This is an optimization exercise on Yosys and OpenROAD, whose aim is a short achievable clock period and few clock cycles per item, not a production implementation.
The RTL was checked by simulation tests, not by an equivalence proof against the original design.
Power figures rest on the tool's default switching activity, not on a simulated workload.

$ cat config.mk
export PLATFORM = sky130hd
export DESIGN_NAME = trinket_core
export DESIGN_NICKNAME = trinket_core
export VERILOG_FILES = /design/flow/design.v
export SDC_FILE = /design/flow/constraint.sdc
export NUM_CORES = 4
export LEC_CHECK = 0
export CAP_MARGIN = 20
export CORE_MARGIN = 2
export CORE_UTILIZATION = 40
export PLACE_DENSITY = 0.6
export SETUP_SLACK_MARGIN = 4.0
export SLEW_MARGIN = 20
export SYNTH_HIERARCHICAL = 1
$ cat constraint.sdc
create_clock -name core_clock -period 8.0 [get_ports {clk}]
set_input_delay 1.6000 -clock core_clock [delete_from_list [all_inputs] [get_ports {clk}]]
set_output_delay 1.6000 -clock core_clock [all_outputs]
set_load 0.01 [all_outputs]
$ cat design.v
module trinket_core (
    input  wire        clk,
    input  wire        rst,           
    input  wire        cmd_valid,
    input  wire [2:0]  cmd_op,
    input  wire [15:0] cmd_arg,
    output wire        cmd_ready,
    output wire [15:0] imem_addr,
    input  wire [15:0] imem_rdata,
    output wire [15:0] dmem_addr,
    output wire        dmem_we,
    output wire [15:0] dmem_wdata,
    input  wire [15:0] dmem_rdata,
    input  wire [2:0]  dbg_sel,
    output wire [15:0] dbg_data,
    output wire [15:0] pc_out,
    output wire        bp_hit
);
    localparam CMD_STEP   = 3'd0;
    localparam CMD_RUN    = 3'd1;
    localparam CMD_SETPC  = 3'd2;
    localparam CMD_ADDBP  = 3'd3;
    localparam CMD_DELBP  = 3'd4;
    localparam CMD_CLRREG = 3'd5;
    localparam OP_ADD  = 3'd0;
    localparam OP_ADDI = 3'd1;
    localparam OP_NAND = 3'd2;
    localparam OP_LUI  = 3'd3;
    localparam OP_SW   = 3'd4;
    localparam OP_LW   = 3'd5;
    localparam OP_BEQ  = 3'd6;
    localparam OP_JALR = 3'd7;
    localparam NBP = 4;
    reg  [15:0] regs [1:7];
    reg  [15:0] xpc;           
    reg  [15:0] bp_addr  [0:NBP-1];
    reg         bp_valid [0:NBP-1];
    reg         hit;
    reg         rdy;           
    reg         busy;          
    reg  [15:0] ticks_left;
    reg         use_bp;
    reg         issued;        
    reg         pchk;          
    reg  [15:0] fpc;           
    reg  [15:0] dpc;           
    reg         dv;            
    reg         hold;          
    reg  [15:0] ir_hold;
    reg         ev;
    reg  [2:0]  e_op;
    reg  [2:0]  e_rd;
    reg         e_wen;         
    reg         e_lw;          
    reg         e_we;          
    reg         e_mis;         
    reg         e_tk;          
    reg  [15:0] e_an;          
    reg  [15:0] e_pc;
    reg  [15:0] e_a, e_b, e_c;
    reg         e_fa, e_fb, e_fc;    
    reg         e_dm;          
    reg  [9:0]  e_imm;
    reg  [15:0] e_pc1;
    reg  [15:0] e_ea;
    reg         stale;         
    localparam NBT = 16;
    reg         bh_r;
    reg  [15:0] bt_r;
    reg         btb_v [0:NBT-1];
    reg  [11:0] btb_tag [0:NBT-1];
    reg  [15:0] btb_t [0:NBT-1];
    reg         ld2;
    reg  [2:0]  ld_rd;
    integer i;
    genvar  g;
    wire [15:0] a_op = e_fa ? dmem_rdata : e_a;
    wire [15:0] b_op = e_fb ? dmem_rdata : e_b;
    wire [15:0] c_op = e_fc ? dmem_rdata : e_c;
    wire [15:0] imm7e = {9'd0, e_imm[6:0]};
    wire [15:0] sum_bc, sum_bi, sum_bc_nd, sum_bi_nd;
    tc_add16 u_add  (.a(b_op), .b(c_op),  .s(sum_bc));
    tc_add16 u_addi (.a(b_op), .b(imm7e), .s(sum_bi));
    tc_add16 u_addn (.a(e_b),  .b(e_c),   .s(sum_bc_nd));
    tc_add16 u_adin (.a(e_b),  .b(imm7e), .s(sum_bi_nd));
    reg [15:0] res, res_nd;
    always @(*) begin
        case (e_op)
            OP_ADD:  begin res = sum_bc;           res_nd = sum_bc_nd; end
            OP_ADDI: begin res = sum_bi;           res_nd = sum_bi_nd; end
            OP_NAND: begin res = ~(b_op & c_op);   res_nd = ~(e_b & e_c); end
            OP_LUI:  begin res = {e_imm, 6'd0};    res_nd = {e_imm, 6'd0}; end
            default: begin res = e_pc1;            res_nd = e_pc1; end
        endcase
    end
    wire        e_redir = ev && e_mis;
    wire [15:0] e_an1   = e_an + 16'd1;
    wire [15:0] w      = hold ? ir_hold : imem_rdata;
    wire [2:0]  opcode = w[15:13];
    wire [2:0]  ra     = w[12:10];
    wire [2:0]  rb     = w[9:7];
    wire [2:0]  rc     = w[2:0];
    wire [15:0] imm7   = {9'd0, w[6:0]};
    wire [15:0] rr [0:7];
    assign rr[0] = 16'd0;
    generate
        for (g = 1; g < 8; g = g + 1) begin : g_rr
            assign rr[g] = regs[g];
        end
    endgenerate
    wire [127:0] rr_flat = {rr[7], rr[6], rr[5], rr[4], rr[3], rr[2], rr[1], rr[0]};
    wire [15:0] rf [0:7];
    wire [15:0] rfe [0:7];     
    wire [8:0]  rfe_hi1 [0:7];   
    wire [8:0]  regs_hi1 [0:7];
    wire [8:0]  dmem_hi1 = dmem_rdata[15:7] + 9'd1;
    assign rfe_hi1[0] = 9'd1;
    assign regs_hi1[0] = 9'd1;
    generate
        for (g = 1; g < 8; g = g + 1) begin : g_hi1
            assign regs_hi1[g] = regs[g][15:7] + 9'd1;
        end
    endgenerate
    wire [7:0]  rf_dm;         
    wire [7:0]  rf_e;          
    assign rf[0]    = 16'd0;
    assign rfe[0]   = 16'd0;
    assign rf_dm[0] = 1'b0;
    assign rf_e[0]  = 1'b0;
    generate
        for (g = 1; g < 8; g = g + 1) begin : g_rf
            wire e_hit = ev && e_wen && e_rd == g;
            wire l_hit = ld2 && ld_rd == g;
            assign rf[g]    = e_hit ? res_nd : l_hit ? dmem_rdata : regs[g];
            assign rfe[g]   = l_hit ? dmem_rdata : regs[g];
            assign rfe_hi1[g] = l_hit ? dmem_hi1 : regs_hi1[g];
            assign rf_dm[g] = ev && e_lw && e_rd == g;
            assign rf_e[g]  = ev && (e_lw || e_wen) && e_rd == g;
        end
    endgenerate
    wire [127:0] rf_flat  = {rf[7], rf[6], rf[5], rf[4], rf[3], rf[2], rf[1], rf[0]};
    wire [127:0] rfe_flat = {rfe[7], rfe[6], rfe[5], rfe[4], rfe[3], rfe[2], rfe[1], rfe[0]};
    wire [127:0] rfe_hi1_flat = {7'd0, rfe_hi1[7], 7'd0, rfe_hi1[6], 7'd0, rfe_hi1[5], 7'd0, rfe_hi1[4],
                                 7'd0, rfe_hi1[3], 7'd0, rfe_hi1[2], 7'd0, rfe_hi1[1], 7'd0, rfe_hi1[0]};
    wire [15:0] xa, xb, xc, xbe;
    tc_mux8 u_xa  (.sel(ra), .d(rf_flat),  .y(xa));
    tc_mux8 u_xb  (.sel(rb), .d(rf_flat),  .y(xb));
    tc_mux8 u_xc  (.sel(rc), .d(rf_flat),  .y(xc));
    tc_mux8 u_xbe (.sel(rb), .d(rfe_flat), .y(xbe));
    wire [15:0] xbe_hi1;
    tc_mux8 u_xbh (.sel(rb), .d(rfe_hi1_flat), .y(xbe_hi1));
    wire fa = rf_dm[ra];
    wire fb = rf_dm[rb];
    wire fc = rf_dm[rc];
    wire dm = ((opcode == OP_ADD || opcode == OP_NAND) && (fb || fc)) ||
              (opcode == OP_ADDI && fb);
    wire use_a = (opcode == OP_SW || opcode == OP_BEQ);
    wire use_b = (opcode != OP_LUI);
    wire use_c = (opcode == OP_ADD || opcode == OP_NAND);
    wire e_late = ev && e_wen && e_dm &&
                  ((use_a && e_rd == ra) || (use_b && e_rd == rb) || (use_c && e_rd == rc));
    wire [15:0] ea, tgt;
    tc_addi7 u_ea   (.a(xbe),  .a_hi1(xbe_hi1[8:0]),   .imm(w[6:0]), .s(ea));
    tc_addi7 u_tgt  (.a(fpc),  .a_hi1(fpc[15:7] + 9'd1),  .imm(w[6:0]), .s(tgt));    
    wire is_lw  = (opcode == OP_LW);
    wire is_sw  = (opcode == OP_SW);
    wire is_beq = (opcode == OP_BEQ);
    wire is_j   = (opcode == OP_JALR);
    wire j_nd   = !(ra == rb && ra != 3'd0);
    wire wen    = (opcode == OP_ADD || opcode == OP_ADDI || opcode == OP_NAND ||
                   opcode == OP_LUI || opcode == OP_JALR) && ra != 3'd0;
    wire stall_c = ((is_lw || is_sw) && rf_e[rb]) || e_late ||
                   (is_beq && (fa || fb)) ||
                   (is_j && j_nd && fb);
    wire [127:0] rr1_flat;       
    wire [7:0]   rr_smc;         
    generate
        for (g = 0; g < 8; g = g + 1) begin : g_rr1
            assign rr1_flat[g*16 +: 16] = rr[g] + 16'd1;
            assign rr_smc[g] = (e_ea == rr[g]);
        end
    endgenerate
    wire        bh    = bh_r;
    wire [15:0] bt    = bt_r;
    wire [15:0] bt1   = bt + 16'd1;
    wire        j_en = dv && !hold && !e_redir && !bh;
    wire        jsel = j_en && (imem_rdata[15:13] == OP_JALR);
    wire        b_sel = !e_redir && dv && bh;
    wire [15:0] f_alt = e_redir ? e_an : (b_sel ? bt : fpc);
    wire [127:0] f_src = {rr_flat[127:16], f_alt};
    generate
        for (g = 0; g < 4; g = g + 1) begin : g_imem
            wire [7:0] j_oh;
            tc_jdec u_jdec (.en(j_en), .op(imem_rdata[15:13]), .rb(imem_rdata[9:7]), .s(j_oh));
            tc_aor8x4 u_imem (.s(j_oh), .d({f_src[112+4*g +: 4], f_src[96+4*g +: 4],
                                            f_src[80+4*g +: 4],  f_src[64+4*g +: 4],
                                            f_src[48+4*g +: 4],  f_src[32+4*g +: 4],
                                            f_src[16+4*g +: 4],  f_src[4*g +: 4]}),
                              .y(imem_addr[4*g +: 4]));
        end
    endgenerate
    wire [15:0] jtgt1;
    tc_mux8 u_jt1 (.sel(imem_rdata[9:7]), .d(rr1_flat), .y(jtgt1));
    wire [15:0] fpc_next  = jsel ? jtgt1 : (e_redir ? e_an1 : (b_sel ? bt1 : fpc + 16'd1));
    wire        d_tk = (is_beq && xa == xb) || (is_j && j_nd);
    wire [15:0] an   = (is_beq && xa == xb) ? tgt : (is_j && j_nd) ? xb : fpc;
    wire        mis  = (an != imem_addr);
    function automatic bp_match(input [15:0] a);
        integer k;
        begin
            bp_match = 1'b0;
            for (k = 0; k < NBP; k = k + 1)
                if (bp_valid[k] && bp_addr[k] == a) bp_match = 1'b1;
        end
    endfunction
    wire smc_d   = ev && e_we && e_ea == dpc;
    wire smc_f   = ev && e_we && (jsel ? rr_smc[imem_rdata[9:7]] : e_ea == f_alt);
    wire refetch = dv && !e_redir && (smc_d || (stale && !hold));
    wire d_ok    = dv && !e_redir && !refetch;
    wire bp_d  = busy && d_ok && use_bp && issued && bp_match(dpc);
    wire stall = busy && d_ok && !bp_d && stall_c;
    wire issue = busy && d_ok && !bp_d && !stall_c;
    wire last  = ev ? (ticks_left == 16'd2) : (ticks_left == 16'd1);
    wire busy_nxt = busy && !bp_d && !(issue && last);
    wire ld2_nxt  = ev && e_lw;
    wire [15:0] xpc_nxt = ev ? e_an : xpc;
    wire bpc = pchk && use_bp && bp_match(xpc);
    reg         bp_present;
    reg         bp_free_found;
    reg  [1:0]  bp_free_idx;
    always @(*) begin
        bp_present    = 1'b0;
        bp_free_found = 1'b0;
        bp_free_idx   = 2'd0;
        for (i = 0; i < NBP; i = i + 1) begin
            if (bp_valid[i] && bp_addr[i] == cmd_arg) bp_present = 1'b1;
            if (!bp_valid[i] && !bp_free_found) begin
                bp_free_found = 1'b1;
                bp_free_idx   = i[1:0];
            end
        end
    end
    wire accept = rdy && cmd_valid;
    wire [3:0]  bi_n = imem_addr[3:0];
    wire        bh_n = busy_nxt && (stall ? bh_r :
                       btb_v[bi_n] && btb_tag[bi_n] == imem_addr[15:4]);
    wire start  = accept && (cmd_op == CMD_STEP || cmd_op == CMD_RUN) &&
                  cmd_arg != 16'd0;
    always @(posedge clk) begin
        e_a   <= xa;
        e_b   <= xb;
        e_c   <= xc;
        e_imm <= w[9:0];
        e_pc1 <= fpc;
        e_ea  <= ea;
        e_an  <= an;
        e_pc  <= dpc;
        if (!stall) bt_r <= btb_t[bi_n];
        if (e_redir) begin
            btb_tag[e_pc[3:0]] <= e_pc[15:4];
            btb_t[e_pc[3:0]]   <= e_an;
        end
    end
    always @(posedge clk) begin
        if (rst) begin
            xpc        <= 16'd0;
            hit        <= 1'b0;
            rdy        <= 1'b1;
            busy       <= 1'b0;
            ticks_left <= 16'd0;
            use_bp     <= 1'b0;
            issued     <= 1'b0;
            pchk       <= 1'b0;
            fpc        <= 16'd0;
            dpc        <= 16'd0;
            dv         <= 1'b0;
            hold       <= 1'b0;
            ir_hold    <= 16'd0;
            ev         <= 1'b0;
            e_op       <= 3'd0;
            e_rd       <= 3'd0;
            e_wen      <= 1'b0;
            e_lw       <= 1'b0;
            e_we       <= 1'b0;
            e_mis      <= 1'b0;
            bh_r       <= 1'b0;
            e_tk       <= 1'b0;
            for (i = 0; i < NBT; i = i + 1) btb_v[i] <= 1'b0;
            e_fa       <= 1'b0;
            e_fb       <= 1'b0;
            e_fc       <= 1'b0;
            e_dm       <= 1'b0;
            stale      <= 1'b0;
            ld2        <= 1'b0;
            ld_rd      <= 3'd0;
            for (i = 1; i < 8; i = i + 1) regs[i] <= 16'd0;
            for (i = 0; i < NBP; i = i + 1) begin
                bp_addr[i]  <= 16'd0;
                bp_valid[i] <= 1'b0;
            end
        end else begin
            if (ld2) regs[ld_rd] <= dmem_rdata;
            if (ev && e_wen) regs[e_rd] <= res;
            ld2   <= ld2_nxt;
            ld_rd <= e_rd;
            bh_r  <= bh_n;
            if (e_redir) btb_v[e_pc[3:0]] <= e_tk;
            xpc   <= xpc_nxt;
            pchk  <= ev;
            if (bpc) hit <= 1'b1;
            ev    <= issue;
            stale <= smc_f;
            if (ev) ticks_left <= ticks_left - 16'd1;
            if (issue) issued <= 1'b1;
            begin
                e_op    <= opcode;
                e_rd    <= ra;
                e_wen   <= wen;
                e_lw    <= is_lw && ra != 3'd0;
                e_we    <= is_sw && ea[15:13] != 3'b000;
                e_mis   <= mis;
                e_tk    <= d_tk;
                e_fa    <= fa;
                e_fb    <= fb;
                e_fc    <= fc;
                e_dm    <= dm;
            end
            rdy <= !busy_nxt && !issue && !ld2_nxt && !start;
            if (busy) begin
                if (bp_d) begin
                    busy <= 1'b0;
                    hit  <= 1'b1;
                end else if (issue && last) begin
                    busy <= 1'b0;
                end
                if (stall) begin
                    hold    <= 1'b1;
                    ir_hold <= w;
                end else begin
                    hold <= 1'b0;
                    if (refetch) begin
                        dv  <= 1'b0;
                        fpc <= dpc;
                    end else begin
                        dv  <= busy_nxt;
                        dpc <= imem_addr;
                        fpc <= fpc_next;
                    end
                end
                if (!busy_nxt) begin
                    dv   <= 1'b0;
                    hold <= 1'b0;
                    dpc  <= xpc_nxt;
                    fpc  <= xpc_nxt;
                end
            end else begin
                dv   <= 1'b0;
                hold <= 1'b0;
                dpc  <= xpc_nxt;
                fpc  <= xpc_nxt;
                if (accept) begin
                    case (cmd_op)
                        CMD_STEP, CMD_RUN: begin
                            hit        <= 1'b0;
                            use_bp     <= (cmd_op == CMD_RUN);
                            ticks_left <= cmd_arg;
                            issued     <= 1'b0;
                            if (cmd_arg != 16'd0) begin
                                busy <= 1'b1;
                                dv   <= 1'b1;
                                fpc  <= xpc + 16'd1;
                            end
                        end
                        CMD_SETPC: begin
                            xpc <= cmd_arg;
                            dpc <= cmd_arg;
                            fpc <= cmd_arg;
                        end
                        CMD_ADDBP: if (!bp_present && bp_free_found) begin
                            bp_addr[bp_free_idx]  <= cmd_arg;
                            bp_valid[bp_free_idx] <= 1'b1;
                        end
                        CMD_DELBP: for (i = 0; i < NBP; i = i + 1)
                            if (bp_addr[i] == cmd_arg) bp_valid[i] <= 1'b0;
                        CMD_CLRREG: begin
                            xpc <= 16'd0;
                            dpc <= 16'd0;
                            fpc <= 16'd0;
                            for (i = 1; i < 8; i = i + 1) regs[i] <= 16'd0;
                        end
                        default: ;
                    endcase
                end
            end
        end
    end
    assign cmd_ready  = rdy;
    assign dmem_addr  = e_ea;
    assign dmem_we    = ev && e_we;
    assign dmem_wdata = a_op;
    generate
        for (g = 0; g < 4; g = g + 1) begin : g_dbg
            wire [7:0] dbg_oh;
            tc_dec8 u_dbgdec (.sel(dbg_sel), .s(dbg_oh));
            tc_aor8x4 u_dbg (.s(dbg_oh), .d({rr_flat[112+4*g +: 4], rr_flat[96+4*g +: 4],
                                             rr_flat[80+4*g +: 4],  rr_flat[64+4*g +: 4],
                                             rr_flat[48+4*g +: 4],  rr_flat[32+4*g +: 4],
                                             rr_flat[16+4*g +: 4],  rr_flat[4*g +: 4]}),
                             .y(dbg_data[4*g +: 4]));
        end
    endgenerate
    assign pc_out     = xpc;
    assign bp_hit     = hit || bpc;
endmodule
module tc_add16 (
    input  wire [15:0] a,
    input  wire [15:0] b,
    output wire [15:0] s
);
    reg [15:0] gg, pp;
    integer k, d;
    always @(*) begin
        gg = a & b;
        pp = a | b;
        for (d = 1; d < 16; d = d * 2)
            for (k = 15; k >= d; k = k - 1) begin
                gg[k] = gg[k] | (pp[k] & gg[k - d]);
                pp[k] = pp[k] & pp[k - d];
            end
    end
    assign s = a ^ b ^ {gg[14:0], 1'b0};
endmodule
module tc_mux8 (
    input  wire [2:0]   sel,
    input  wire [127:0] d,
    output wire [15:0]  y
);
    assign y = d[sel*16 +: 16];
endmodule
module tc_dec8 (
    input  wire [2:0] sel,
    output wire [7:0] s
);
    genvar k;
    generate
        for (k = 0; k < 8; k = k + 1) begin : g_s
            assign s[k] = (sel == k);
        end
    endgenerate
endmodule
module tc_jdec (
    input  wire       en,
    input  wire [2:0] op,
    input  wire [2:0] rb,
    output wire [7:0] s
);
    wire j = en && op == 3'd7;
    assign s[0] = !j;
    genvar k;
    generate
        for (k = 1; k < 8; k = k + 1) begin : g_s
            assign s[k] = j && rb == k;
        end
    endgenerate
endmodule
module tc_aor8 (
    input  wire [7:0]   s,
    input  wire [127:0] d,
    output wire [15:0]  y
);
    assign y = ({16{s[0]}} & d[15:0])    | ({16{s[1]}} & d[31:16])  |
               ({16{s[2]}} & d[47:32])   | ({16{s[3]}} & d[63:48])  |
               ({16{s[4]}} & d[79:64])   | ({16{s[5]}} & d[95:80])  |
               ({16{s[6]}} & d[111:96])  | ({16{s[7]}} & d[127:112]);
endmodule
module tc_addi7 (
    input  wire [15:0] a,
    input  wire [8:0]  a_hi1,
    input  wire [6:0]  imm,
    output wire [15:0] s
);
    wire [7:0] lo = {1'b0, a[6:0]} + {1'b0, imm};
    assign s = {lo[7] ? a_hi1 : a[15:7], lo[6:0]};
endmodule
module tc_aor8x4 (
    input  wire [7:0]  s,
    input  wire [31:0] d,
    output wire [3:0]  y
);
    assign y = ({4{s[0]}} & d[3:0])    | ({4{s[1]}} & d[7:4])   |
               ({4{s[2]}} & d[11:8])   | ({4{s[3]}} & d[15:12]) |
               ({4{s[4]}} & d[19:16])  | ({4{s[5]}} & d[23:20]) |
               ({4{s[6]}} & d[27:24])  | ({4{s[7]}} & d[31:28]);
endmodule
$ cat run.sh
#!/bin/bash
# synth_recipe.tcl (not shown) runs the flow's synth.tcl, then flattens the netlist and writes it again
# the make line also repeats each setting of config.mk as NAME=value (left out here)
make -C /OpenROAD-flow-scripts/flow DESIGN_CONFIG=/design/flow/config.mk WORK_HOME=/design/flow/orfs CLKGATE_MAP_FILE= SYNTH_SCRIPT=/design/flow/synth_recipe.tcl finish
==> results.json, run 1 <==
{
  "cap_violations": 0,
  "ys_warn_count": 8,
  "max_stage_delay_ns": 0.53,
  "place_congestion": 1.02,
  "pre_cts_ws_ns": 1.14,
  "avgSynthCellArea_um2": 11.3,
  "cts_made_buffers": 97,
  "r2r-start": "e_b[2]",
  "port_buffers": 139,
  "rsz0062_at_grt": "true",
  "synth_area_um2": 61300,
  "multi_input_area_um2": 36800,
  "num_vias": 51000,
  "peakVddDrop_uv": 167,
  "cp.arrival_ns": 6.03,
  "power_leakage_nw": 27.1,
  "fill_cells": 13600,
  "avgViaCountPerCell": 6.41,
  "dieArea_um2": 156000,
  "design.core.area_um2": 152000,
  "seqCellArea_um2": 24500,
  "cp_max_fo": 7,
  "drt-total-wl_um": 258000,
  "hold_start": "ir_hold[3]",
  "detailed_place_hpwl_um": 172000,
  "crit_path_start": "e_b[2]",
  "fin_tns_setup_ns": 0,
  "drive_above_1_share": 0.259,
  "antenna_found_initial": 13,
  "clk_pin_slew_ns": 0.06,
  "gr-total-overflow": 0,
  "hold_violations": 0,
  "fin_crit_sh": 0.682,
  "crit_path_cell_trace": "ha_1 -> o311ai_2 -> nand2_1 -> xor2_1 -> a22o_1 -> a211oi_4 -> a21oi_1 -> mux4_1 -> mux2_2 -> xor2_1 -> nor4_2 -> and4_4 -> buf_12 -> nand2_8 -> o211ai_1 -> o21a_1 -> xor2_2 -> nor4_2 -> a31oi_1",
  "start_util": 0.403,
  "num_rows": 143,
  "cts_sinks": 892,
  "area_growth_pct": 20.5,
  "cts_tree": "done",
  "maxSlewHeadroom": 0.277,
  "critPathLaunchType": "flip-flop",
  "ios": 140,
  "status": "timing/DRC/antenna clean",
  "grt_pass1_wl_um": 360000,
  "die_y_um": 395,
  "first_iter_violations": 6878,
  "antenna_left": 0,
  "required_ns": 8.57,
  "finalWorstSetupSlack_ns": 2.55,
  "max_freq_ghz": 0.183,
  "ctsHoldBuffers": 0,
  "setup_viol_count_final": 0,
  "crit_type": "reg2reg",
  "finClkSkew_ns": 0.0810,
  "synth_cells": 5439,
  "final_core_util": 0.486,
  "end_kind": "flip-flop",
  "ctsHtreeMaxLevel": 3,
  "worstHoldPathType": "reg2reg",
  "power_density_nw_per_um2": 178,
  "nets": 6068,
  "dr.pass1.iters": 8,
  "grt_start_max_net_pins": 58,
  "finalMaxSlewViolations": 0,
  "tightestPinTransition_ns": 1.07,
  "post_drt_wl_per_cell_um": 32.4,
  "die_x_um": 395,
  "clk_latency_ns": 0.77,
  "clk_path_buf_depth": 3,
  "fin_crit_ns": 5.45,
  "crit_slowest_cell": "mux4_1",
  "cts-root-buf": "clkbuf_16",
  "drc": 0,
  "grt_use_total": 0.318,
  "grt_pass1_vias": 48800
}
## routing by layer
metal	up-vias	track usage	part of all wire	wire length, um
li1	21400	-	-	-
met1	25400	0.395	0.37	94500
met2	3430	0.489	0.44	114000
met3	894	0.0901	0.12	29900
met4	6	0.197	0.077	19800
met5	-	0	0.00014	37
## where the power goes
part | switching (W) | internal [W]
clock network | 0.00207 | 0.00262
registers | 0.000276 | 0.00509
logic | 0.00180 | 0.00130
total | 0.00415 | 0.00901
## final timing paths
check	end	slack, ns	depth (start not counted)
worst max-delay path	e_mis	2.55	19
worst min-delay path	ir_hold[3]	0.45	2
worst max register to register	e_mis	2.55	19
worst min register to register	ir_hold[3]	0.45	2
## metrics by stage
step	total power, W	hold WS [ns]	instance area, um^2	instances
2_1_floorplan	0.00711	0.326	62600	5576
3_3_place_gp	0.00811	0.440	66100	7532
3_5_place_dp	0.00814	0.443	66100	7534
4_1_cts	0.0130	0.454	72900	7903
5_1_grt	0.0135	0.469	73800	7958
6_report	0.0132	0.453	73800	7963
## registers in the layout, indices dropped and copies added, names as in the netlist, 3 cells and up
| name | count |
|---|---|
| e_a | 16 |
| e_pc | 16 |
| regs | 112 |
| ir_hold | 16 |
| bp_addr | 64 |
| bp_valid | 4 |
| dpc | 16 |
| e_rd | 3 |
| btb_tag | 192 |
| e_an | 16 |
| e_ea | 16 |
| e_b | 16 |
| bt_r | 16 |
| fpc | 16 |
| xpc | 16 |
| ticks_left | 16 |
| e_c | 16 |
| e_pc1 | 16 |
| e_op | 3 |
| btb_t | 256 |
| ld_rd | 3 |
| e_imm | 10 |
| btb_v | 16 |
## timing repair
action / in CTS / in global routing
gates resized for setup: 651 / 111
gates cloned: 23 / 6
endpoints found under the setup margin: 494 / 230
pin swaps: 108 / 67
buffers inserted: 168 / 46
## final cells by class
type | count | area share
clock inverter | 59 | 0.00990
timing repair inverter | 3 | 0.000458
sequential | 892 | 0.332
timing repair buffer | 561 | 0.0779
clock buffer | 119 | 0.0345
tap | 2030 | 0.0344
inverter | 227 | 0.0124
multi-input combinational | 4064 | 0.498
antenna | 8 | 0.000271
## placed cells by master, fill, tap and decap left out, types with 182 or more instances in the layout
cell type / n
edfxtp_1: 656
xnor2_1: 415
nor2_1: 378
buf_4: 337
nand2_1: 268
mux2_2: 246
a21oi_1: 218
xor2_1: 211
inv_1: 207
dfxtp_1: 186
mux4_2: 182
## critical path, delay by kind of cell, from the launching register on
family	cells	cell delay, ns
compound gates	7	1.72
xor+xnor	3	0.48
simple gates	5	1.33
fa+ha+maj	1	0.28
buf+inv	1	0.17
mux	2	0.92
flops	1	0.38
Testbench counts, summed over its fixed seeds: cycles 348,139, ticks 326,838.
==> run 2, diff against run 1 <==
--- a/design.v
+++ b/design.v
@@ -185,20 +185,11 @@
     wire [15:0] bt1   = bt + 16'd1;
     wire        j_en = dv && !hold && !e_redir && !bh;
     wire        jsel = j_en && (imem_rdata[15:13] == OP_JALR);
+    wire [7:0]  j_oh;
+    tc_jdec u_jdec (.en(j_en), .op(imem_rdata[15:13]), .rb(imem_rdata[9:7]), .s(j_oh));
     wire        b_sel = !e_redir && dv && bh;
     wire [15:0] f_alt = e_redir ? e_an : (b_sel ? bt : fpc);
-    wire [127:0] f_src = {rr_flat[127:16], f_alt};
-    generate
-        for (g = 0; g < 4; g = g + 1) begin : g_imem
-            wire [7:0] j_oh;
-            tc_jdec u_jdec (.en(j_en), .op(imem_rdata[15:13]), .rb(imem_rdata[9:7]), .s(j_oh));
-            tc_aor8x4 u_imem (.s(j_oh), .d({f_src[112+4*g +: 4], f_src[96+4*g +: 4],
-                                            f_src[80+4*g +: 4],  f_src[64+4*g +: 4],
-                                            f_src[48+4*g +: 4],  f_src[32+4*g +: 4],
-                                            f_src[16+4*g +: 4],  f_src[4*g +: 4]}),
-                              .y(imem_addr[4*g +: 4]));
-        end
-    endgenerate
+    tc_aor8 u_imem (.s(j_oh), .d({rr_flat[127:16], f_alt}), .y(imem_addr));
     wire [15:0] jtgt1;
     tc_mux8 u_jt1 (.sel(imem_rdata[9:7]), .d(rr1_flat), .y(jtgt1));
     wire [15:0] fpc_next  = jsel ? jtgt1 : (e_redir ? e_an1 : (b_sel ? bt1 : fpc + 16'd1));
@@ -398,17 +389,9 @@
     assign dmem_addr  = e_ea;
     assign dmem_we    = ev && e_we;
     assign dmem_wdata = a_op;
-    generate
-        for (g = 0; g < 4; g = g + 1) begin : g_dbg
-            wire [7:0] dbg_oh;
-            tc_dec8 u_dbgdec (.sel(dbg_sel), .s(dbg_oh));
-            tc_aor8x4 u_dbg (.s(dbg_oh), .d({rr_flat[112+4*g +: 4], rr_flat[96+4*g +: 4],
-                                             rr_flat[80+4*g +: 4],  rr_flat[64+4*g +: 4],
-                                             rr_flat[48+4*g +: 4],  rr_flat[32+4*g +: 4],
-                                             rr_flat[16+4*g +: 4],  rr_flat[4*g +: 4]}),
-                             .y(dbg_data[4*g +: 4]));
-        end
-    endgenerate
+    wire [7:0] dbg_oh;
+    tc_dec8 u_dbgdec (.sel(dbg_sel), .s(dbg_oh));
+    tc_aor8 u_dbg (.s(dbg_oh), .d(rr_flat), .y(dbg_data));
     assign pc_out     = xpc;
     assign bp_hit     = hit || bpc;
 endmodule
@@ -482,13 +465,3 @@
     wire [7:0] lo = {1'b0, a[6:0]} + {1'b0, imm};
     assign s = {lo[7] ? a_hi1 : a[15:7], lo[6:0]};
 endmodule
-module tc_aor8x4 (
-    input  wire [7:0]  s,
-    input  wire [31:0] d,
-    output wire [3:0]  y
-);
-    assign y = ({4{s[0]}} & d[3:0])    | ({4{s[1]}} & d[7:4])   |
-               ({4{s[2]}} & d[11:8])   | ({4{s[3]}} & d[15:12]) |
-               ({4{s[4]}} & d[19:16])  | ({4{s[5]}} & d[23:20]) |
-               ({4{s[6]}} & d[27:24])  | ({4{s[7]}} & d[31:28]);
-endmodule
==> run 2 against run 1 <==
Against the previous run: hold slack better by 0.0092 ns; clock power is 5.1% lower; total power is 1.1% lower; global-route usage is 0.13 points lower; largest cell class unchanged; still clean; clock-buffer cell count is 5 higher; sequential share of layout area hardly changed.
==> results.json, run 2 <==
{
  "status": "timing/DRC/antenna clean",
  "clk_path_buf_depth": 3,
  "first_iter_violations": 7849,
  "peakVddDrop_uv": 159,
  "seqCellArea_um2": 24500,
  "dieArea_um2": 155000,
  "clk_latency_ns": 0.75,
  "worstHoldPathType": "reg2reg",
  "antenna_found_initial": 9,
  "avgViaCountPerCell": 6.46,
  "rr_worst_depth": 26,
  "grt_pass1_wl_um": 356000,
  "clk_pin_slew_ns": 0.06,
  "hold-path-cell-count": 0,
  "drc": 0,
  "max_freq_ghz": 0.179,
  "fin_crit_sh": 0.697,
  "num_rows": 143,
  "cell_internal_pwr_w": 0.00887,
  "cp.arrival_ns": 6.12,
  "end_kind": "flip-flop",
  "required_ns": 8.54,
  "power_leakage_nw": 26.6,
  "drt-total-wl_um": 259000,
  "dr.pass1.iters": 9,
  "cts_tree": "done",
  "grt_start_max_net_pins": 53,
  "ys_warn_count": 8,
  "finClkSkew_ns": 0.0811,
  "hold-path-endpoint": "e_pc1[12]",
  "die_x_um": 394,
  "avgSynthCellArea_um2": 11.4,
  "area_growth_pct": 21.5,
  "finalMaxSlewViolations": 0,
  "rsz0062_at_grt": "true",
  "pwr-share-seq": 0.420,
  "crit_slowest_cell": "mux4_2",
  "layout_commonest_cell": "edfxtp_1",
  "r2r-end": "e_mis",
  "ctsHtreeMaxLevel": 3,
  "r2r-start": "e_b[0]",
  "fin_tns_setup_ns": 0,
  "max_stage_delay_ns": 0.47,
  "cts-root-buf": "clkbuf_16",
  "die_y_um": 394,
  "crit_type": "reg2reg",
  "start_util": 0.401,
  "num_vias": 51300,
  "fill_cells": 13600,
  "largest_reg_flops": 256,
  "ios": 140,
  "cap_violations": 0,
  "setup_viol_count_final": 0,
  "fin_crit_ns": 5.58,
  "post_drt_wl_per_cell_um": 32.6,
  "detailed_place_hpwl_um": 172000,
  "cts_made_buffers": 95,
  "hold_violations": 0,
  "final_core_util": 0.488,
  "gr-total-overflow": 0,
  "synth_area_um2": 60700,
  "grt_pass1_vias": 47900,
  "tightestPinTransition_ns": 1.27,
  "nets": 6043,
  "antenna_left": 0,
  "cts_sinks": 892,
  "maxSlewHeadroom": 0.153,
  "port_buffers": 139,
  "critPathLaunchType": "flip-flop",
  "synth_cells": 5339,
  "reg2reg_slack_ns": 2.42,
  "place_congestion": 1.02,
  "p_clk_frac": 0.342,
  "hold_start": "fpc[12]",
  "cp_max_fo": 8,
  "p_switching_w": 0.00414,
  "p_comb_frac": 0.238,
  "design.core.area_um2": 151000,
  "drive_above_1_share": 0.284,
  "switching_share": 0.318,
  "power_density_nw_per_um2": 176,
  "multi_input_area_um2": 36200,
  "grt_use_total": 0.317,
  "mostFrequentLayoutCells": "656 x edfxtp_1, 462 x xnor2_1, 400 x buf_4"
}
run 2: cell count changes in the layout (fill, tap and decap cells not counted), moves of 23 or more:
cell | before | now
buf_4 | 337 | 400
nand2_1 | 268 | 211
xnor2_1 | 415 | 462
xor2_1 | 211 | 164
buf_6 | 33 | 77
a22oi_2 | 27 | 66
nand4_1 | 109 | 144
a21oi_1 | 218 | 195
a22oi_1 | 121 | 98
run 2: layout make-up:
type	instances	area share
Clock buffer	124	0.0355
Antenna cell	1	0.0000339
Timing Repair Buffer	662	0.0879
Clock inverter	52	0.00697
Sequential cell	892	0.332
Tap cell	2030	0.0344
Multi-Input combinational cell	3937	0.490
Inverter	230	0.0122
Timing Repair inverter	3	0.000390
run 2: how the worst max path moves through the flow:
stage / cells past startpoint / startpoint / endpoint / slack [ns]
global placement: 15 / imem_rdata[10] / e_mis / 1.03
CTS: 25 / e_b[0] / e_mis / 2.47
floorplan: 18 / imem_rdata[7] / e_mis / 2.94
global route: 24 / e_b[0] / e_mis / 2.26
detailed placement: 15 / imem_rdata[10] / e_mis / 1.05
finish: 26 / e_b[0] / e_mis / 2.42
run 2: routing by layer:
| layer | GRT usage | vias up | routed length (um) |
|---|---|---|---|
| met4 | 0.151 | 6 | 15800 |
| met5 | 0.00616 | - | 34 |
| met2 | 0.453 | 3839 | 106000 |
| met1 | 0.428 | 25500 | 99500 |
| li1 | - | 21100 | - |
| met3 | 0.109 | 867 | 37300 |
run 2: timing repair:
item                       4_1_cts  5_1_grt
pin swaps                       77       82
cloned                          14       18
gates resized for setup        590      330
setup buffers                  142      155
hold buffers                     0        0
setup endpoints to repair      403      254
run 2: power by group through the flow:
| stage | Combinational (W) | Sequential, W | Clock (W) |
|---|---|---|---|
| after global placement | 0.00257 | 0.00554 | 0 |
| after CTS | 0.00278 | 0.00544 | 0.00449 |
| after detailed placement | 0.00259 | 0.00554 | 0 |
| final | 0.00310 | 0.00546 | 0.00445 |
| after floorplan | 0.00181 | 0.00530 | 0 |
| after global routing | 0.00322 | 0.00545 | 0.00467 |
run 2: through the flow:
step,instances,hold WS [ns],total power (W),setup WS [ns],cell area (um^2)
floorplan,5476,0.326,0.00711,2.94,62000
global placement,7424,0.449,0.00810,1.03,65300
detailed placement,7425,0.456,0.00812,1.05,65300
CTS,7757,0.448,0.0127,2.47,71200
global route,7930,0.462,0.0133,2.26,73800
finish,7931,0.462,0.0130,2.42,73800
run 2: worst max-delay path, delay by kind of cell, from the launching register on:
| family | cells | cell delay (ns) |
|---|---|---|
| adders and majority gates | 2 | 0.55 |
| buffers and inverters | 4 | 0.52 |
| DFF | 1 | 0.37 |
| muxes | 2 | 0.80 |
| and+or+nand+nor | 7 | 1.37 |
| AOI/OAI and AO/OA | 8 | 1.38 |
| xor gates and xnor gates | 3 | 0.42 |
Testbench counts of run 2, summed over its fixed seeds: cycles 348,139, ticks 326,838.
==> run 3, diff against run 2 <==
--- a/design.v
+++ b/design.v
@@ -55,7 +55,9 @@
     reg         e_we;          
     reg         e_mis;         
     reg         e_tk;          
-    reg  [15:0] e_an;          
+    reg         e_sel_tgt;     
+    reg         e_sel_b;       
+    reg  [15:0] e_tgt;
     reg  [15:0] e_pc;
     reg  [15:0] e_a, e_b, e_c;
     reg         e_fa, e_fb, e_fc;    
@@ -94,6 +96,7 @@
         endcase
     end
     wire        e_redir = ev && e_mis;
+    wire [15:0] e_an    = e_sel_tgt ? e_tgt : e_sel_b ? e_b : e_pc1;
     wire [15:0] e_an1   = e_an + 16'd1;
     wire [15:0] w      = hold ? ir_hold : imem_rdata;
     wire [2:0]  opcode = w[15:13];
@@ -160,7 +163,11 @@
     wire e_late = ev && e_wen && e_dm &&
                   ((use_a && e_rd == ra) || (use_b && e_rd == rb) || (use_c && e_rd == rc));
     wire [15:0] ea, tgt;
-    tc_addi7 u_ea   (.a(xbe),  .a_hi1(xbe_hi1[8:0]),   .imm(w[6:0]), .s(ea));
+    wire [15:0] ea_r, ea_e;
+    tc_addi7 u_ea   (.a(xbe),  .a_hi1(xbe_hi1[8:0]),   .imm(w[6:0]), .s(ea_r));
+    tc_addi7 u_eae  (.a(res_nd), .a_hi1(res_nd[15:7] + 9'd1), .imm(w[6:0]), .s(ea_e));
+    wire        b_from_e = ev && e_wen && e_rd == rb;
+    assign ea = b_from_e ? ea_e : ea_r;
     tc_addi7 u_tgt  (.a(fpc),  .a_hi1(fpc[15:7] + 9'd1),  .imm(w[6:0]), .s(tgt));    
     wire is_lw  = (opcode == OP_LW);
     wire is_sw  = (opcode == OP_SW);
@@ -169,8 +176,8 @@
     wire j_nd   = !(ra == rb && ra != 3'd0);
     wire wen    = (opcode == OP_ADD || opcode == OP_ADDI || opcode == OP_NAND ||
                    opcode == OP_LUI || opcode == OP_JALR) && ra != 3'd0;
-    wire stall_c = ((is_lw || is_sw) && rf_e[rb]) || e_late ||
-                   (is_beq && (fa || fb)) ||
+    wire stall_c = ((is_lw || is_sw) && (fb || (b_from_e && e_dm))) || e_late ||
+                   (is_beq && (fa || fb) && ra != rb) ||
                    (is_j && j_nd && fb);
     wire [127:0] rr1_flat;       
     wire [7:0]   rr_smc;         
@@ -185,17 +192,32 @@
     wire [15:0] bt1   = bt + 16'd1;
     wire        j_en = dv && !hold && !e_redir && !bh;
     wire        jsel = j_en && (imem_rdata[15:13] == OP_JALR);
-    wire [7:0]  j_oh;
-    tc_jdec u_jdec (.en(j_en), .op(imem_rdata[15:13]), .rb(imem_rdata[9:7]), .s(j_oh));
     wire        b_sel = !e_redir && dv && bh;
     wire [15:0] f_alt = e_redir ? e_an : (b_sel ? bt : fpc);
-    tc_aor8 u_imem (.s(j_oh), .d({rr_flat[127:16], f_alt}), .y(imem_addr));
+    wire [127:0] f_src = {rr_flat[127:16], f_alt};
+    wire [15:0] f_ad;
+    generate
+        for (g = 0; g < 4; g = g + 1) begin : g_imem
+            wire [7:0] j_oh, j_oh2;
+            wire [31:0] src = {f_src[112+4*g +: 4], f_src[96+4*g +: 4],
+                               f_src[80+4*g +: 4],  f_src[64+4*g +: 4],
+                               f_src[48+4*g +: 4],  f_src[32+4*g +: 4],
+                               f_src[16+4*g +: 4],  f_src[4*g +: 4]};
+            tc_jdec u_jdec (.en(j_en), .op(imem_rdata[15:13]), .rb(imem_rdata[9:7]), .s(j_oh));
+            tc_aor8x4 u_imem (.s(j_oh), .d(src), .y(imem_addr[4*g +: 4]));
+            tc_jdec u_jdec2 (.en(j_en), .op(imem_rdata[15:13]), .rb(imem_rdata[9:7]), .s(j_oh2));
+            tc_aor8x4 u_fa (.s(j_oh2), .d(src), .y(f_ad[4*g +: 4]));
+        end
+    endgenerate
     wire [15:0] jtgt1;
     tc_mux8 u_jt1 (.sel(imem_rdata[9:7]), .d(rr1_flat), .y(jtgt1));
     wire [15:0] fpc_next  = jsel ? jtgt1 : (e_redir ? e_an1 : (b_sel ? bt1 : fpc + 16'd1));
     wire        d_tk = (is_beq && xa == xb) || (is_j && j_nd);
-    wire [15:0] an   = (is_beq && xa == xb) ? tgt : (is_j && j_nd) ? xb : fpc;
-    wire        mis  = (an != imem_addr);
+    wire        beq_tk = is_beq && xa == xb;
+    wire        j_hz   = rf_e[rb] || (ld2 && ld_rd == rb);
+    wire        mis_b  = beq_tk ? (tgt != bt) : (is_j && j_nd) ? (xb != bt) : 1'b1;
+    wire        mis    = jsel  ? (j_hz || !j_nd) :
+                         b_sel ? mis_b : d_tk;
     function automatic bp_match(input [15:0] a);
         integer k;
         begin
@@ -232,9 +254,9 @@
         end
     end
     wire accept = rdy && cmd_valid;
-    wire [3:0]  bi_n = imem_addr[3:0];
+    wire [3:0]  bi_n = f_ad[3:0];
     wire        bh_n = busy_nxt && (stall ? bh_r :
-                       btb_v[bi_n] && btb_tag[bi_n] == imem_addr[15:4]);
+                       btb_v[bi_n] && btb_tag[bi_n] == f_ad[15:4]);
     wire start  = accept && (cmd_op == CMD_STEP || cmd_op == CMD_RUN) &&
                   cmd_arg != 16'd0;
     always @(posedge clk) begin
@@ -244,7 +266,7 @@
         e_imm <= w[9:0];
         e_pc1 <= fpc;
         e_ea  <= ea;
-        e_an  <= an;
+        e_tgt <= tgt;
         e_pc  <= dpc;
         if (!stall) bt_r <= btb_t[bi_n];
         if (e_redir) begin
@@ -274,6 +296,8 @@
             e_lw       <= 1'b0;
             e_we       <= 1'b0;
             e_mis      <= 1'b0;
+            e_sel_tgt  <= 1'b0;
+            e_sel_b    <= 1'b0;
             bh_r       <= 1'b0;
             e_tk       <= 1'b0;
             for (i = 0; i < NBT; i = i + 1) btb_v[i] <= 1'b0;
@@ -310,6 +334,8 @@
                 e_lw    <= is_lw && ra != 3'd0;
                 e_we    <= is_sw && ea[15:13] != 3'b000;
                 e_mis   <= mis;
+                e_sel_tgt <= beq_tk;
+                e_sel_b   <= is_j && j_nd;
                 e_tk    <= d_tk;
                 e_fa    <= fa;
                 e_fb    <= fb;
@@ -334,7 +360,7 @@
                         fpc <= dpc;
                     end else begin
                         dv  <= busy_nxt;
-                        dpc <= imem_addr;
+                        dpc <= f_ad;
                         fpc <= fpc_next;
                     end
                 end
@@ -389,9 +415,17 @@
     assign dmem_addr  = e_ea;
     assign dmem_we    = ev && e_we;
     assign dmem_wdata = a_op;
-    wire [7:0] dbg_oh;
-    tc_dec8 u_dbgdec (.sel(dbg_sel), .s(dbg_oh));
-    tc_aor8 u_dbg (.s(dbg_oh), .d(rr_flat), .y(dbg_data));
+    generate
+        for (g = 0; g < 4; g = g + 1) begin : g_dbg
+            wire [7:0] dbg_oh;
+            tc_dec8 u_dbgdec (.sel(dbg_sel), .s(dbg_oh));
+            tc_aor8x4 u_dbg (.s(dbg_oh), .d({rr_flat[112+4*g +: 4], rr_flat[96+4*g +: 4],
+                                             rr_flat[80+4*g +: 4],  rr_flat[64+4*g +: 4],
+                                             rr_flat[48+4*g +: 4],  rr_flat[32+4*g +: 4],
+                                             rr_flat[16+4*g +: 4],  rr_flat[4*g +: 4]}),
+                             .y(dbg_data[4*g +: 4]));
+        end
+    endgenerate
     assign pc_out     = xpc;
     assign bp_hit     = hit || bpc;
 endmodule
@@ -465,3 +499,13 @@
     wire [7:0] lo = {1'b0, a[6:0]} + {1'b0, imm};
     assign s = {lo[7] ? a_hi1 : a[15:7], lo[6:0]};
 endmodule
+module tc_aor8x4 (
+    input  wire [7:0]  s,
+    input  wire [31:0] d,
+    output wire [3:0]  y
+);
+    assign y = ({4{s[0]}} & d[3:0])    | ({4{s[1]}} & d[7:4])   |
+               ({4{s[2]}} & d[11:8])   | ({4{s[3]}} & d[15:12]) |
+               ({4{s[4]}} & d[19:16])  | ({4{s[5]}} & d[23:20]) |
+               ({4{s[6]}} & d[27:24])  | ({4{s[7]}} & d[31:28]);
+endmodule
==> run 3 against run 2 <==
Against the previous run: worst setup slack improved by 0.32 ns; synthesized area increased by 4.1%; register-to-register slack improved by 0.32 ns; critical endpoint unchanged; largest cell class unchanged; highest routed layer unchanged.
==> results.json, run 3 <==
{
  "required_ns": 8.57,
  "dieArea_um2": 161000,
  "finalMaxSlewViolations": 0,
  "hold_violations": 0,
  "start_util": 0.404,
  "avgSynthCellArea_um2": 11.3,
  "fill_cells": 13900,
  "mostFrequentLayoutCells": "656 x edfxtp_1, 430 x xnor2_1, 369 x nor2_1",
  "rsz0062_at_grt": "true",
  "r2r-end": "e_mis",
  "layout_commonest_cell": "edfxtp_1",
  "power_density_nw_per_um2": 175,
  "dr.pass1.iters": 9,
  "rr_worst_depth": 22,
  "max_freq_ghz": 0.190,
  "cp.arrival_ns": 5.82,
  "hold_ws_ns": 0.458,
  "fin_crit_ns": 5.26,
  "end_kind": "flip-flop",
  "finClkSkew_ns": 0.0512,
  "post_drt_wl_per_cell_um": 33.2,
  "hold-path-endpoint": "ir_hold[4]",
  "num_vias": 53700,
  "cts_made_buffers": 92,
  "hold_start": "ir_hold[4]",
  "ys_warn_count": 8,
  "cap_violations": 0,
  "largest_reg_flops": 256,
  "first_iter_violations": 7450,
  "grt_use_total": 0.326,
  "drive_above_1_share": 0.286,
  "design.core.area_um2": 157000,
  "grt_start_max_net_pins": 56,
  "cp_max_fo": 7,
  "tightestPinTransition_ns": 1.10,
  "clk_path_buf_depth": 3,
  "crit_type": "reg2reg",
  "grt_pass1_wl_um": 380000,
  "ios": 140,
  "clk_pin_slew_ns": 0.07,
  "nets": 6331,
  "reg2reg_slack_ns": 2.74,
  "avgViaCountPerCell": 6.52,
  "power_leakage_nw": 28.3,
  "antenna_left": 0,
  "ctsHoldBuffers": 0,
  "final_area_um2": 77200,
  "drc": 0,
  "antenna_found_initial": 13,
  "synth_area_um2": 63200,
  "num_rows": 145,
  "status": "timing/DRC/antenna clean",
  "die_x_um": 402,
  "drt-total-wl_um": 273000,
  "detailed_place_hpwl_um": 179000,
  "fin_crit_sh": 0.657,
  "area_growth_pct": 22.1,
  "ctsHtreeMaxLevel": 3,
  "synth_cells": 5605,
  "clk_latency_ns": 0.74,
  "setup_viol_count_final": 0,
  "cts-root-buf": "clkbuf_16",
  "maxSlewHeadroom": 0.260,
  "critPathLaunchType": "flip-flop",
  "place_congestion": 0.980,
  "cts_tree": "done",
  "hold-path-cell-count": 2,
  "r2r-start": "e_b[8]",
  "port_buffers": 139,
  "cts_sinks": 894,
  "worstHoldPathType": "reg2reg",
  "fin_tns_setup_ns": 0,
  "grt_pass1_vias": 51100,
  "gr-total-overflow": 0,
  "peakVddDrop_uv": 202,
  "place_area_um2": 68100,
  "die_y_um": 402
}
[run 3: how the worst max path moves through the flow]
stage	from	end	slack [ns]	depth (start not counted)
after floorplan	imem_rdata[13]	bh_r	3.21	13
after global placement	imem_rdata[15]	bh_r	1.15	14
after detailed placement	imem_rdata[15]	bh_r	1.29	14
after CTS	e_b[0]	e_mis	2.80	23
after global routing	e_b[0]	e_mis	2.63	24
final	e_b[8]	e_mis	2.74	22
[run 3: area by class of cell]
cell class,instances,area (um^2),share of cell area
antenna,3,7.51,0.0000973
inverter,224,875,0.0113
tap,2058,2570,0.0334
clock inverter,57,668,0.00866
multi-input combinational,4246,39300,0.509
timing repair inverter,4,41.3,0.000535
timing repair buffer,638,6670,0.0865
sequential,894,24500,0.318
clock buffer,114,2470,0.0320
[run 3: per-stage QoR]
stage          worst slack (ns)  power, W   util  instances
3_5_place_dp               1.29   0.00844  0.435       7736
3_3_place_gp               1.15   0.00840  0.435       7735
6_report                   2.74    0.0135  0.493       8238
2_1_floorplan              3.21   0.00733      -       5742
4_1_cts                    2.80    0.0133  0.481       8118
5_1_grt                    2.63    0.0139  0.493       8236
[run 3: per-layer routing]
metal | vias to the layer above | wire, um | share of wire | global-route usage
met1 | 26700 | 102000 | 0.37 | 0.415
li1 | 22300 | - | - | -
met4 | 14 | 19200 | 0.070 | 0.193
met3 | 1011 | 33400 | 0.12 | 0.0920
met2 | 3751 | 118000 | 0.43 | 0.492
met5 | - | 98 | 0.00036 | 0
[run 3: repair_timing]
item,in CTS,in global routing
gates cloned,34,6
endpoints found under the setup margin,455,366
pin swaps,141,115
setup buffers,177,111
resized for setup,736,222
[run 3: power breakdown]
group          total (W)  switching [W]  internal (W)
registers        0.00542       0.000321       0.00510
clock network    0.00455        0.00198       0.00258
logic            0.00356        0.00203       0.00154
[run 3: worst max-delay path, cell delays in order, from the launching register on]
cell     delay, ns
dfxtp_1       0.31
buf_4         0.21
inv_1         0.07
ha_1          0.27
nor2_4        0.14
nand3_1       0.18
nor2_2        0.20
a21oi_1       0.12
xnor2_1       0.24
a22oi_1       0.21
and3_2        0.31
inv_1         0.17
mux2_2        0.32
mux4_1        0.48
mux2_2        0.41
xnor2_2       0.26
nand4_1       0.13
nor4_2        0.36
buf_4         0.22
nand2_4       0.05
o221a_2       0.24
o21ai_1       0.12
a21oi_1       0.07
Testbench counts of run 3, summed over its fixed seeds: cycles 342,253, ticks 326,838.
==> run 4, diff against run 3 <==
--- a/config.mk
+++ b/config.mk
@@ -7,8 +7,8 @@
 export LEC_CHECK = 0
 export CAP_MARGIN = 20
 export CORE_MARGIN = 2
-export CORE_UTILIZATION = 40
-export PLACE_DENSITY = 0.6
+export CORE_UTILIZATION = 55
+export PLACE_DENSITY = 0.7
 export SETUP_SLACK_MARGIN = 4.0
 export SLEW_MARGIN = 20
 export SYNTH_HIERARCHICAL = 1
==> run 4 against run 3 <==
Against the previous run: synthesized area unchanged; highest routed layer unchanged; die area down 27%; first-iteration DRC count up 15%; critical path depth up 2; total power up 1.0%; core utilization up 18 points; sequential share of layout area about the same; via count up 2.5%; final area up 0.20%; clock skew up 0.042 ns; still clean on timing, DRC and antenna.
==> results.json, run 4 <==
{
  "synth_area_um2": 63200,
  "avgViaCountPerCell": 7.10,
  "antenna_left": 0,
  "cp_num_buf_inv": 5,
  "first_iter_violations": 8566,
  "cp.arrival_ns": 5.84,
  "cap_violations": 0,
  "crit_path_cell_trace": "ha_4 -> inv_2 -> fa_2 -> o21bai_4 -> a2111oi_4 -> buf_4 -> buf_4 -> nor3_2 -> o211ai_1 -> a22oi_1 -> nand2_1 -> a21oi_4 -> inv_1 -> mux2_2 -> mux4_1 -> mux2_2 -> xnor2_2 -> nand4_1 -> nor4_4 -> nand2_2 -> buf_6 -> a21oi_2 -> o21ai_2 -> a21oi_1",
  "grt_start_max_net_pins": 69,
  "setup_viol_count_final": 0,
  "num_rows": 124,
  "fin_crit_sh": 0.648,
  "power_w": 0.0137,
  "final_core_util": 0.677,
  "gr-total-overflow": 0,
  "cts_made_buffers": 94,
  "status": "timing/DRC/antenna clean",
  "antenna_found_initial": 17,
  "grt_use_total": 0.433,
  "grt_pass1_vias": 51300,
  "ios": 140,
  "max_freq_ghz": 0.193,
  "post_drt_wl_per_cell_um": 34.4,
  "detailed_place_hpwl_um": 167000,
  "grtUsageMet3": 0.144,
  "busiest_layer": "met2",
  "clk_path_buf_depth": 3,
  "rsz0062_at_grt": "true",
  "dr.pass1.iters": 12,
  "clk_latency_ns": 0.75,
  "port_buffers": 139,
  "avgSynthCellArea_um2": 11.3,
  "reg2reg_slack_ns": 2.82,
  "die_y_um": 343,
  "grt_use_met2": 0.644,
  "tightestPinTransition_ns": 1.09,
  "clk_pin_slew_ns": 0.06,
  "path_delay_family": "compound AO/OA/AOI/OAI gates",
  "fin_crit_ns": 5.18,
  "drt-total-wl_um": 267000,
  "synth_cells": 5605,
  "required_ns": 8.66,
  "worstHoldPathType": "reg2reg",
  "ctsHtreeMaxLevel": 3,
  "finalMaxSlewViolations": 0,
  "cp_max_fo": 4,
  "design.core.area_um2": 114000,
  "ctsHoldBuffers": 0,
  "hold_violations": 0,
  "cts-root-buf": "clkbuf_16",
  "area_growth_pct": 22.3,
  "finClkSkew_ns": 0.0928,
  "drive_above_1_share": 0.295,
  "crit_slowest_cell": "mux4_1",
  "drc": 0,
  "end_kind": "flip-flop",
  "num_vias": 55100,
  "critPathLaunchType": "flip-flop",
  "dieArea_um2": 118000,
  "fill_cells": 8374,
  "nets": 6393,
  "die_x_um": 343,
  "crit_type": "reg2reg",
  "power_leakage_nw": 28.8,
  "max_stage_delay_ns": 0.48,
  "fin_tns_setup_ns": 0,
  "largest_reg_flops": 256,
  "layout_commonest_cell": "edfxtp_1",
  "cts_sinks": 894,
  "maxSlewHeadroom": 0.276,
  "cts_tree": "done",
  "place_congestion": 1.05,
  "ys_warn_count": 8,
  "start_util": 0.554,
  "mostFrequentLayoutCells": "656 x edfxtp_1, 433 x xnor2_1, 401 x buf_4",
  "grt_pass1_wl_um": 366000,
  "hold_ws_ns": 0.427,
  "peakVddDrop_uv": 275,
  "use_met1": 0.517,
  "power_density_nw_per_um2": 177
}
-- run 4: power breakdown --
group          total, W  switching [W]  internal [W]
Clock           0.00473        0.00206       0.00267
Combinational   0.00344        0.00191       0.00153
Sequential      0.00550       0.000399       0.00510
-- run 4: metal layers --
metal	part of all wire	wire length, um	up-vias
met5	0.00064	172	-
met4	0.10	27100	18
met3	0.14	36200	1461
met2	0.43	115000	4606
met1	0.33	88600	26500
li1	-	-	22500
-- run 4: cell type report --
type / instances / area (um^2) / share of cell area
repair inverters: 3 / 26.3 / 0.000340
clock inverters: 68 / 862 / 0.0111
repair buffers: 696 / 7360 / 0.0952
clock buffers: 109 / 2470 / 0.0319
flip-flops and latches: 894 / 24600 / 0.318
well taps: 1512 / 1890 / 0.0245
inverters: 224 / 881 / 0.0114
diodes: 5 / 12.5 / 0.000162
multi-input cells: 4249 / 39300 / 0.508
-- run 4: what timing repair did --
action	4_1_cts	5_1_grt
resized for setup	680	266
setup buffers	164	207
pin swaps	135	149
setup endpoints to repair	468	247
cloned	37	22
-- run 4: path summary, 6_finish.rpt --
path / from / to / depth (start not counted)
setup / recovery: e_b[0] / e_mis / 24
hold / removal: fpc[2] / e_pc1[2] / 0
setup reg to reg: e_b[0] / e_mis / 24
hold reg to reg: fpc[2] / e_pc1[2] / 0
-- run 4: through the flow --
| stage | setup WS [ns] | cells | area, um^2 |
|---|---|---|---|
| 4_1_cts | 3.11 | 7523 | 74200 |
| 2_1_floorplan | 3.21 | 5742 | 64500 |
| 6_report | 2.82 | 7760 | 77300 |
| 3_5_place_dp | 1.60 | 7145 | 67000 |
| 3_3_place_gp | 1.60 | 7144 | 67000 |
| 5_1_grt | 2.75 | 7755 | 77300 |

## what the ideal ports hide
In the flow no input, the clock included, has a driving cell. The finished layouts below were timed again as built, in two steps.
Step 1, drivers: a clkbuf_16 drives clk and a buf_2 each remaining input, both assumed.
Step 2 adds t to the input delays and takes it off the output delays; t is the mean of the earliest and latest rising clock arrival at the registers after step 1. Input paths then give back, and output paths get back, about the clock's delay inside the block.
Three values: ideal, step 1, step 2; two values: the first two.
run | t (ns) | setup slack, ns | latest minus earliest clock arrival (ns) | worst register clock-pin slew, ns | cell pins on the clock port's net
run 1 | 0.811 | 2.547 / 2.546 / 2.305 | 0.084 / 0.084 | 0.09 / 0.09 | 1
run 2 | 0.789 | 2.420 / 2.420 / 1.959 | 0.083 / 0.084 | 0.07 / 0.07 | 1
run 3 | 0.787 | 2.744 / 2.744 / 2.434 | 0.052 / 0.052 | 0.08 / 0.08 | 1
run 4 | 0.787 | 2.815 / 2.815 / 2.358 | 0.096 / 0.096 | 0.08 / 0.08 | 1
After both steps setup and hold are still met in every run listed. For run 2, which loses most, drivers alone change the setup slack by 0.000 ns; drivers and shift together by -0.461 ns.
